From an optimization exercise on the open Yosys and OpenROAD flow, aimed at small area, a short achievable clock period and few clock cycles; shortcuts taken in it are not production practice. Function was not checked in any run shown here: the RTL went through the layout flow alone. No activity file was given, so power comes from the tool's default toggle rates.

===== run.sh =====
#!/bin/bash
# synth_recipe.tcl (not shown) runs the flow's synth.tcl, then flattens the netlist and writes it again
# the make line also repeats each setting of config.mk as NAME=value (left out here)
make -C /OpenROAD-flow-scripts/flow DESIGN_CONFIG=/design/flow/config.mk WORK_HOME=/design/flow/orfs CLKGATE_MAP_FILE= SYNTH_SCRIPT=/design/flow/synth_recipe.tcl finish

===== config.mk =====
export PLATFORM = sky130hd
export DESIGN_NAME = fww_micro_cpu
export DESIGN_NICKNAME = fww_micro_cpu
export VERILOG_FILES = /design/flow/design.v
export SDC_FILE = /design/flow/constraint.sdc
export NUM_CORES = 4
export LEC_CHECK = 0
export CAP_MARGIN = 20
export CORE_MARGIN = 2
export CORE_UTILIZATION = 40
export SLEW_MARGIN = 20

===== constraint.sdc =====
create_clock -name core_clock -period 8.0 [get_ports {clk}]
set_input_delay 1.6000 -clock core_clock [delete_from_list [all_inputs] [get_ports {clk}]]
set_output_delay 1.6000 -clock core_clock [all_outputs]
set_load 0.01 [all_outputs]

===== design.v =====
module fww_micro_cpu (
    input  wire        clk,
    input  wire        rst,             
    input  wire        start,           
    input  wire [7:0]  start_mpc,
    input  wire        lit_msb_first,   
    output wire        busy,
    output wire        done,
    output wire [15:0] reg_a,
    output wire [15:0] reg_b,
    output wire [15:0] reg_c,
    output wire [15:0] reg_d,
    output wire [15:0] mdr,
    output wire [11:0] mar,
    output wire [7:0]  mpc,
    output wire        cs_req,
    output wire [7:0]  cs_addr,
    input  wire        cs_ack,
    input  wire [21:0] cs_rdata,
    output wire        mem_req,
    output wire        mem_we,
    output wire [11:0] mem_addr,
    output wire [15:0] mem_wdata,
    input  wire        mem_ack,
    input  wire [15:0] mem_rdata
);
    reg        run_r, done_r;
    reg        cs_pend;            
    reg        mem_pend;           
    reg        we_r;               
    reg        wr_after;           
    reg        npc_pend;           
    reg [3:0]  lw;                 
    reg        lw15;               
    reg [15:0] a_r, b_r, c_r, d_r, mdr_r;
    reg [11:0] mar_r;
    reg [7:0]  mpc_r;
    reg        msb_r;
    wire [22:1] cb = cs_rdata;
    wire rd_pend  = mem_pend & ~we_r;
    wire rd_ack   = mem_ack & ~we_r;
    wire mem_free = ~mem_pend | (mem_ack & (we_r | ~wr_after));
    wire [15:0] mdr_f = rd_pend ? mem_rdata : mdr_r;
    wire exec = run_r & cs_ack & mem_free;
    wire halt = (cs_rdata == 22'd0);
    wire [22:1] cr = run_r ? cb : 22'd0;
    reg [15:0] v2a;
    always @(*) begin
        v2a = 16'd0;
        if (cr[1]) v2a = a_r;
        if (cr[2]) v2a = b_r;
        if (cr[3]) v2a = c_r;
        if (cr[4]) v2a = d_r;
    end
    wire [15:0] v1a = cr[6] ? mdr_f : {15'd0, cr[5]};
    wire [15:0] v2s = cr[8] ? {v2a[14:0], 1'b0} : v2a;
    wire [15:0] v1s = cr[8] ? {v1a[14:0], 1'b0} : v1a;
    wire [15:0] v3a = v2s + (v1s ^ {16{cr[7]}}) + {15'd0, cr[7]};
    wire [22:17] sb = npc_pend ? {lw, 2'b00} : cb[22:17];
    wire [7:0] lit8 = msb_r ? {cb[15], cb[16], cb[17], cb[18], cb[19], cb[20], cb[21], cb[22]}
                            : {cb[8], cb[7], cb[6], cb[5], cb[4], cb[3], cb[2], cb[1]};
    wire a_zero = (a_r == 16'd0);
    reg [7:0] v1b;
    always @(*) begin
        v1b = 8'd0;
        if (sb[17]) v1b = 8'd1;
        if (sb[18]) v1b = lit8;
        if (sb[19]) v1b = a_zero ? 8'd1 : 8'd2;
        if (sb[20]) v1b = a_r[15] ? 8'd1 : 8'd2;
        if (sb[21]) v1b = {4'd0, mdr_f[15:12]};
    end
    wire [7:0] npc = v1b + (sb[22] ? mpc_r : 8'd0);
    wire late = cb[21] ? (cb[13] | cb[15]) : ((cb[19] | cb[20]) & cb[9]);
    wire late_go = npc_pend & (~(lw[2] & lw15 & rd_pend) | mem_ack);
    assign busy  = run_r;
    assign done  = done_r;
    assign reg_a = a_r;
    assign reg_b = b_r;
    assign reg_c = c_r;
    assign reg_d = d_r;
    assign mdr   = mdr_r;
    assign mar   = mar_r;
    assign mpc   = mpc_r;
    assign cs_req    = cs_pend;
    assign cs_addr   = mpc_r;
    assign mem_req   = mem_pend;
    assign mem_we    = we_r;
    assign mem_addr  = mar_r;
    assign mem_wdata = mdr_r;
    wire go = start & ~run_r;
    always @(posedge clk) begin
        if (rst) begin
            run_r    <= 1'b0;
            done_r   <= 1'b0;
            cs_pend  <= 1'b0;
            mem_pend <= 1'b0;
            npc_pend <= 1'b0;
        end else if (go) begin
            run_r    <= 1'b1;
            done_r   <= 1'b0;
            cs_pend  <= 1'b1;
            mem_pend <= 1'b0;
            npc_pend <= 1'b0;
        end else if (run_r) begin
            if (mem_ack) begin
                if (~we_r & wr_after) begin
                    we_r     <= 1'b1;
                    wr_after <= 1'b0;
                end else
                    mem_pend <= 1'b0;
            end
            if (exec) begin
                if (halt) begin
                    run_r   <= 1'b0;
                    done_r  <= 1'b1;
                    cs_pend <= 1'b0;
                end else begin
                    if (cb[15] | cb[16]) begin
                        mem_pend <= 1'b1;
                        we_r     <= ~cb[15];
                        wr_after <= cb[15] & cb[16];
                    end
                    cs_pend  <= ~late;
                    npc_pend <= late;
                end
            end else if (late_go) begin
                npc_pend <= 1'b0;
                cs_pend  <= 1'b1;
            end
        end
    end
    wire rd_only = rd_ack & ~(exec & cb[13]);
    always @(posedge clk) begin
        if (go | (exec & cb[9]))  a_r <= v3a;
        if (go | (exec & cb[10])) b_r <= v3a;
        if (go | (exec & cb[11])) c_r <= v3a;
        if (go | (exec & cb[12])) d_r <= v3a;
        if (go | (exec & cb[13]) | rd_ack) mdr_r <= rd_only ? mem_rdata : v3a;
        if (go | (exec & cb[14])) mar_r <= v3a[11:0];
        if (go) begin
            mpc_r <= start_mpc;
            msb_r <= lit_msb_first;
        end else if ((exec & ~halt & ~late) | late_go)
            mpc_r <= npc;
        if (exec) begin
            lw   <= cb[22:19];
            lw15 <= cb[15];
        end
    end
endmodule

==> results.yml, run 1 <==
cts:
  clockBufferDepth: 2
  path_clk_slew_ns: 0.06
  cts.root.buffer_cell: "clkbuf_16"
  post_cts_resize_count: 0
  cts_tree: "built"
  htree_num_levels: 4
  cts.sinks: 113
  postCtsHoldBufs: 0
  clock_latency_ns: 0.42
  cts_made_buffers: 17
  cts_setup_buffers: 0
logic_synthesis:
  syn_avg_cell_area_um2: 10.1
  yosys-top-cells-count: "edfxtp_1, nand2_1, a21oi_1"
  syn_area_um2: 6900
  yosys_warnings: 1
  ys_seq_area_frac: 0.484
  syn_inst: 680
  async_flop_share: 0
  synthTopCellsByArea: "edfxtp_1, nand2_1, mux2i_1, a21oi_1, buf_4"
  synthFlopType: "edfxtp_1"
  ys_ff_latch: 113
  yosys.area.top_type: "edfxtp_1"
  yosysMostFrequentCell: "edfxtp_1"
  synth_top_area_frac: 0.470
  syn-num-nets: 755
  synth-edff-count: 108
  ys_types: 59
sta:
  drv_slew: 0
  fin_crit_sh: 0.725
  hold_violations: 0
  tightest_slew_ns: 1.01
  fin_setup_tns_ns: 0
  fin_crit_ns: 5.80
  setup_violations: 0
  max_freq_mhz: 172
  skew_ns: 0.0100
  maxSlewHeadroom: 0.321
  rsz0062_at_grt: "false"
floorplanning:
  die_h_um: 135
  die_area_um2: 18300
  core.rowCount: 48
  io_pins: 193
  die_w_um: 135
  core-area_um2: 17100
  start_util: 0.405
routing:
  avgViaCountPerCell: 5.47
  drt-total-wl_mm: 21.8
  wire_per_inst_um: 20.4
  first_pass_iters: 7
  antenna_left: 0
  drcViolationCount: 0
  vias: 5832
  drt_iter0_drc: 468
worst_setup_path:
  cp-end-kind: "flip-flop"
  startpoint: "cs_rdata[1]"
  required_ns: 8.17
  critical_path_class: "in2reg"
  critPathMaxFanout: 25
  arrival_ns: 5.97
  start_kind: "input port"
  r2r_start: "run_r"
outcome:
  status: "finished clean"
grt:
  antenna_found_initial: 0
  grt_pass1_wl_mm: 32.4
  grt_pass1_vias: 5591
  grt_usage: 0.238
  grt_max_degree: 35
  grt_overflow: 0
placed_design:
  dp.final_hpwl_mm: 16.6
  placed_area_um2: 8710
  gp_congestion: 0.986
  port_buffers: 192
power:
  powerDensity_nw_per_um2: 234
  total_power_w: 0.00218
  p_leak_nw: 3.58
  ir_drop_mv: 0.130
cells_and_area:
  final_area_um2: 9320
  syn2layout_area_growth_pct: 35.1
  drive_above_1_share: 0.0725
  fillCellCount: 1494
  diodes: 0
  layout.nets: 903
  multi_input_area_um2: 3070
  regArea_um2: 3340
flow_run:
  max_cap_viol_count: 0
min_path:
  hold_start: "done_r"
  hp-class: "reg2reg"
[layout by cell type, fill, tap and decap left out, drive strengths merged, types with 3 or more instances in the layout]
cell / synthesis / final
o21bai: 4 / 4
ha: 21 / 21
nor3: 9 / 9
xnor2: 18 / 18
dfxtp: 5 / 5
clkbuf: 22 / 18
edfxtp: 108 / 108
nor2: 51 / 51
bufinv: 0 / 3
o211ai: 4 / 4
buf: 44 / 4
inv: 18 / 22
nand3: 8 / 8
o21ai: 43 / 43
clkinvlp: 0 / 3
and2: 3 / 3
clkinv: 1 / 5
a21o: 9 / 9
a31oi: 3 / 3
o21a: 3 / 3
nand4: 3 / 3
a21oi: 72 / 72
mux2: 14 / 14
xor2: 17 / 17
mux2i: 39 / 39
clkdlybuf4s50: 0 / 192
a211oi: 6 / 6
nand2: 105 / 105
nor4: 5 / 5
nor2b: 8 / 8
nand2b: 6 / 6
[through the flow]
stage,util,hold WS [ns],setup WS (ns),std cells
after global routing,0.547,0.537,1.85,1066
after detailed placement,0.511,0.507,1.87,1034
final,0.547,0.524,2.20,1066
after global placement,0.511,0.517,1.94,1034
after floorplan,-,0.526,2.53,680
after CTS,0.546,0.519,2.27,1066
[report_power, final]
part           switching [W]  internal (W)
Combinational       0.000289      0.000279
Sequential         0.0000622      0.000766
Clock               0.000294      0.000494
[cells by family after synthesis]
family                   share of synthesized area
XOR/XNOR                                    0.0455
AO/OA/AOI/OAI                                0.138
buffers and inverters                       0.0727
AND/OR/NAND/NOR                              0.133
adder cells (fa/ha/maj)                     0.0439
flip-flops                                   0.484
multiplexers                                0.0827
[worst max-delay path, stage by stage]
cell,delay [ns]
clkdlybuf4s50_1,1.05
nor2_1,0.12
a21oi_1,0.15
nor2_1,0.05
a21oi_1,0.17
o21ai_0,0.10
nand2_1,0.14
mux2i_1,0.12
fa_1,0.49
a21o_1,0.19
a21oi_1,0.26
o211ai_1,0.13
a311oi_1,0.47
o21bai_1,0.15
a41oi_1,0.26
xnor2_1,0.21
mux2_2,0.31
[final timing paths]
check / end / slack, ns / cells after the start
worst max-delay path: mdr_r[14] / 2.20 / 17
worst min-delay path: done_r / 0.52 / 2
worst max register to register: mdr_r[14] / 3.50 / 15
worst min register to register: done_r / 0.52 / 2
[cell type report]
| cell class | count | share of cell area |
|---|---|---|
| tap | 225 | 0.0302 |
| sequential | 113 | 0.359 |
| timing repair buffer | 196 | 0.209 |
| clock buffer | 18 | 0.0460 |
| multi-input combinational | 481 | 0.329 |
| clock inverter | 14 | 0.0192 |
| inverter | 19 | 0.00765 |
[sequential cells by signal, indices dropped and copies added (netlist names), 4 cells and up]
name / count
a_r: 16
b_r: 16
c_r: 16
d_r: 16
lw: 4
mar_r: 12
mdr_r: 16
mpc_r: 8
[per-layer routing]
metal	GRT usage	up-vias	routed length [µm]
met5	0	-	0
met3	0.0524	35	1910
met2	0.345	303	9510
li1	-	2728	-
met4	0.0972	0	462
met1	0.345	2766	9890
==> inputs of run 2 (changes only) <==
--- a/config.mk
+++ b/config.mk
@@ -10,2 +10,3 @@
 export CORE_UTILIZATION = 40
+export SETUP_SLACK_MARGIN = 4.5
 export SLEW_MARGIN = 20
==> run 2 against run 1 <==
  * Routed wire length increased by 14%
  * Worst setup slack improved by 1.4 ns
  * Critical endpoint unchanged
  * Clock skew increased by 0.0045 ns
  * Maximum frequency up 31%
  * First-iteration DRC count rose by 12%
==> results.yml, run 2 <==
grt:
  grt_overflow: 0
  grt_usage: 0.266
  grt_pass1_wl_mm: 36.2
  grt_max_degree: 27
  antenna_found_initial: 0
  grt_pass1_vias: 6099
floorplanning:
  die_w_um: 135
  start_util: 0.405
  io_pins: 193
  core-area_um2: 17100
  die_area_um2: 18300
  core.rowCount: 48
  die_h_um: 135
logic_synthesis:
  yosys.area.top_type: "edfxtp_1"
  yosys-top-cells-count: "edfxtp_1, nand2_1, a21oi_1"
  ys_ff_latch: 113
  syn-num-nets: 755
  async_flop_share: 0
  syn_inst: 680
  ys_types: 59
  synth-edff-count: 108
  ys_seq_area_frac: 0.484
  yosys_warnings: 1
  syn_area_um2: 6900
  synth_top_area_frac: 0.470
  syn_avg_cell_area_um2: 10.1
  synthTopCellsByArea: "edfxtp_1, nand2_1, mux2i_1, a21oi_1, buf_4"
  yosysMostFrequentCell: "edfxtp_1"
  synthFlopType: "edfxtp_1"
placed_design:
  dp_slack_ns: 1.97
  placedCellCount: 1033
  placed_area_um2: 8800
  gp_congestion: 0.928
  port_buffers: 192
  dp.final_hpwl_mm: 17.3
cts:
  cts_made_buffers: 17
  clock_latency_ns: 0.43
  clockBufferDepth: 2
  cts.sinks: 113
  htree_num_levels: 4
  path_clk_slew_ns: 0.06
  cts_tree: "built"
  cts.root.buffer_cell: "clkbuf_16"
power:
  powerDensity_nw_per_um2: 218
  ir_drop_mv: 0.151
  p_leak_nw: 4.20
cells_and_area:
  instances_no_fill: 1141
  layout.nets: 978
  mostFrequentLayoutCells: "clkdlybuf4s50_1, edfxtp_1, nand2_1"
  syn2layout_area_growth_pct: 57.4
  layout_commonest_cell: "clkdlybuf4s50_1"
  diodes: 0
  drive_above_1_share: 0.287
  final_area_um2: 10900
routing:
  drt_iter0_drc: 523
  vias: 6336
  wire_per_inst_um: 21.7
  avgViaCountPerCell: 5.55
  drt-total-wl_mm: 24.7
  drcViolationCount: 0
  antenna_left: 0
  first_pass_iters: 5
sta:
  setup_violations: 0
  rsz0062_at_grt: "true"
  fin_setup_tns_ns: 0
  max_freq_mhz: 225
  tightest_slew_ns: 0.837
  drv_slew: 0
  hold_violations: 0
  maxSlewHeadroom: 0.441
  fin_crit_sh: 0.555
  skew_ns: 0.0145
  worst_slack_ns: 3.56
  whs_ns: 0.535
  fin_crit_ns: 4.44
worst_setup_path:
  crit_chain: "buf_12, buf_8, o21ai_4, a311oi_4, a21o_2, nand2_1, fa_2, a21o_1, a21oi_2, o211ai_1, a311oi_2, o21bai_2, a41oi_2, xnor2_2, mux2_4"
  critPathMaxFanout: 4
  slowest_stage: "fa_2"
  critical_path_class: "in2reg"
  r2r_end: "mdr_r[14]"
  cp-end-kind: "flip-flop"
  r2r_cells: 13
  r2r_start: "run_r"
  arrival_ns: 4.61
  cp_num_buf_inv: 2
  start_kind: "input port"
  cpLargestDelayFamily: "compound AO/OA/AOI/OAI gates"
  slowest_delay_ns: 0.40
  required_ns: 8.17
  regToRegSetupSlack_ns: 4.07
flow_run:
  max_cap_viol_count: 0
outcome:
  status: "finished clean"
min_path:
  whs_path_depth: 2
  hold_start: "done_r"
  hold_path_end: "done_r"
  hp-class: "reg2reg"
run 2: cell counts after synthesis:
No cell type changed its count.
run 2: worst max-delay path by stage:
stage                endpoint  slack, ns  cells past startpoint         start
finish              mdr_r[14]       3.56                     15   cs_rdata[5]
global route        mdr_r[14]       3.49                     16   cs_rdata[5]
CTS                 mdr_r[14]       3.52                     15   cs_rdata[5]
detailed placement  mdr_r[12]       1.97                     18   cs_rdata[0]
global placement    mdr_r[12]       2.02                     14   cs_rdata[1]
floorplan           mdr_r[14]       3.47                     14  mem_rdata[0]
run 2: cells by family after synthesis:
family,Yosys count,share of synthesized area
adders and majority gates,23,0.0439
muxes,54,0.0827
and+or+nand+nor,208,0.133
xor gates and xnor gates,35,0.0455
DFF,113,0.484
AOI/OAI and AO/OA,161,0.138
buffers and inverters,86,0.0727
run 2: stage by stage:
step / power, W / util
finish: 0.00237 / 0.637
global route: 0.00246 / 0.637
CTS: 0.00234 / 0.613
detailed placement: 0.00142 / 0.516
global placement: 0.00142 / 0.516
floorplan: 0.00113 / -
run 2: metal layers:
metal,vias to the layer above,track usage,wire [µm]
li1,2885,-,-
met1,3097,0.383,10800
met2,325,0.411,11400
met3,29,0.0572,2120
met4,0,0.0637,339
met5,-,0,0
run 2: cell type report:
| cell class | count | area (µm²) |
|---|---|---|
| Fill cell | 1338 | 6200 |
| Multi-Input combinational cell | 482 | 3800 |
| Sequential cell | 113 | 3340 |
| Timing Repair Buffer | 269 | 2720 |
| Clock buffer | 17 | 425 |
| Tap cell | 225 | 282 |
| Clock inverter | 15 | 206 |
| Inverter | 19 | 76.3 |
| Timing Repair inverter | 1 | 5.00 |
run 2: report_power, final:
group	switching, W	internal (W)	total (W)
logic	0.000343	0.000371	0.000714
clock network	0.000298	0.000525	0.000823
registers	0.0000676	0.000766	0.000833
total	0.000708	0.00166	0.00237
run 2: repair_timing:
| item | 4_1_cts | 5_1_grt |
|---|---|---|
| setup endpoints to repair | 205 | 153 |
| pin swaps | 43 | 45 |
| gates cloned | 5 | 1 |
| buffers inserted | 43 | 27 |
| gates resized for setup | 175 | 59 |
| hold buffers | 0 | 0 |
run 2: worst reg2reg max path: cells and delay by family, from the launching register on:
| kind | cells | cell delay (ns) |
|---|---|---|
| AND/OR/NAND/NOR | 1 | 0.11 |
| flip-flops | 1 | 0.77 |
| adder cells (fa/ha/maj) | 1 | 0.40 |
| XOR/XNOR | 1 | 0.11 |
| multiplexers | 1 | 0.27 |
| AO/OA/AOI/OAI | 9 | 2.02 |

-- what the ideal ports hide --
How much do the figures lean on ideal ports? The routed layouts below were timed once more, with nothing changed but the port constraints.
Step 1: set_driving_cell puts a clkbuf_16 on clk and a buf_2 on each other input, an assumption about the parent block.
Step 2 times the ports against the registers' clock, not the clock port: input delays grow and output delays shrink by t, the midpoint of the rising clock arrivals with the driver on.
Slacks: ideal / step 1 / step 2; pairs: ideal / step 1.
run | t (ns) | setup slack, ns | slew at the worst register clock pin (ns) | cell pins on the clock port's net
run 1 | 0.461 | 2.197 / 2.210 / 1.749 | 0.06 / 0.06 | 1
run 2 | 0.465 | 3.560 / 3.530 / 3.065 | 0.06 / 0.06 | 1
After both steps setup and hold are still met in every run listed. The setup slack of run 2, which loses most, moves by -0.030 ns with the drivers and by -0.495 ns with both steps.
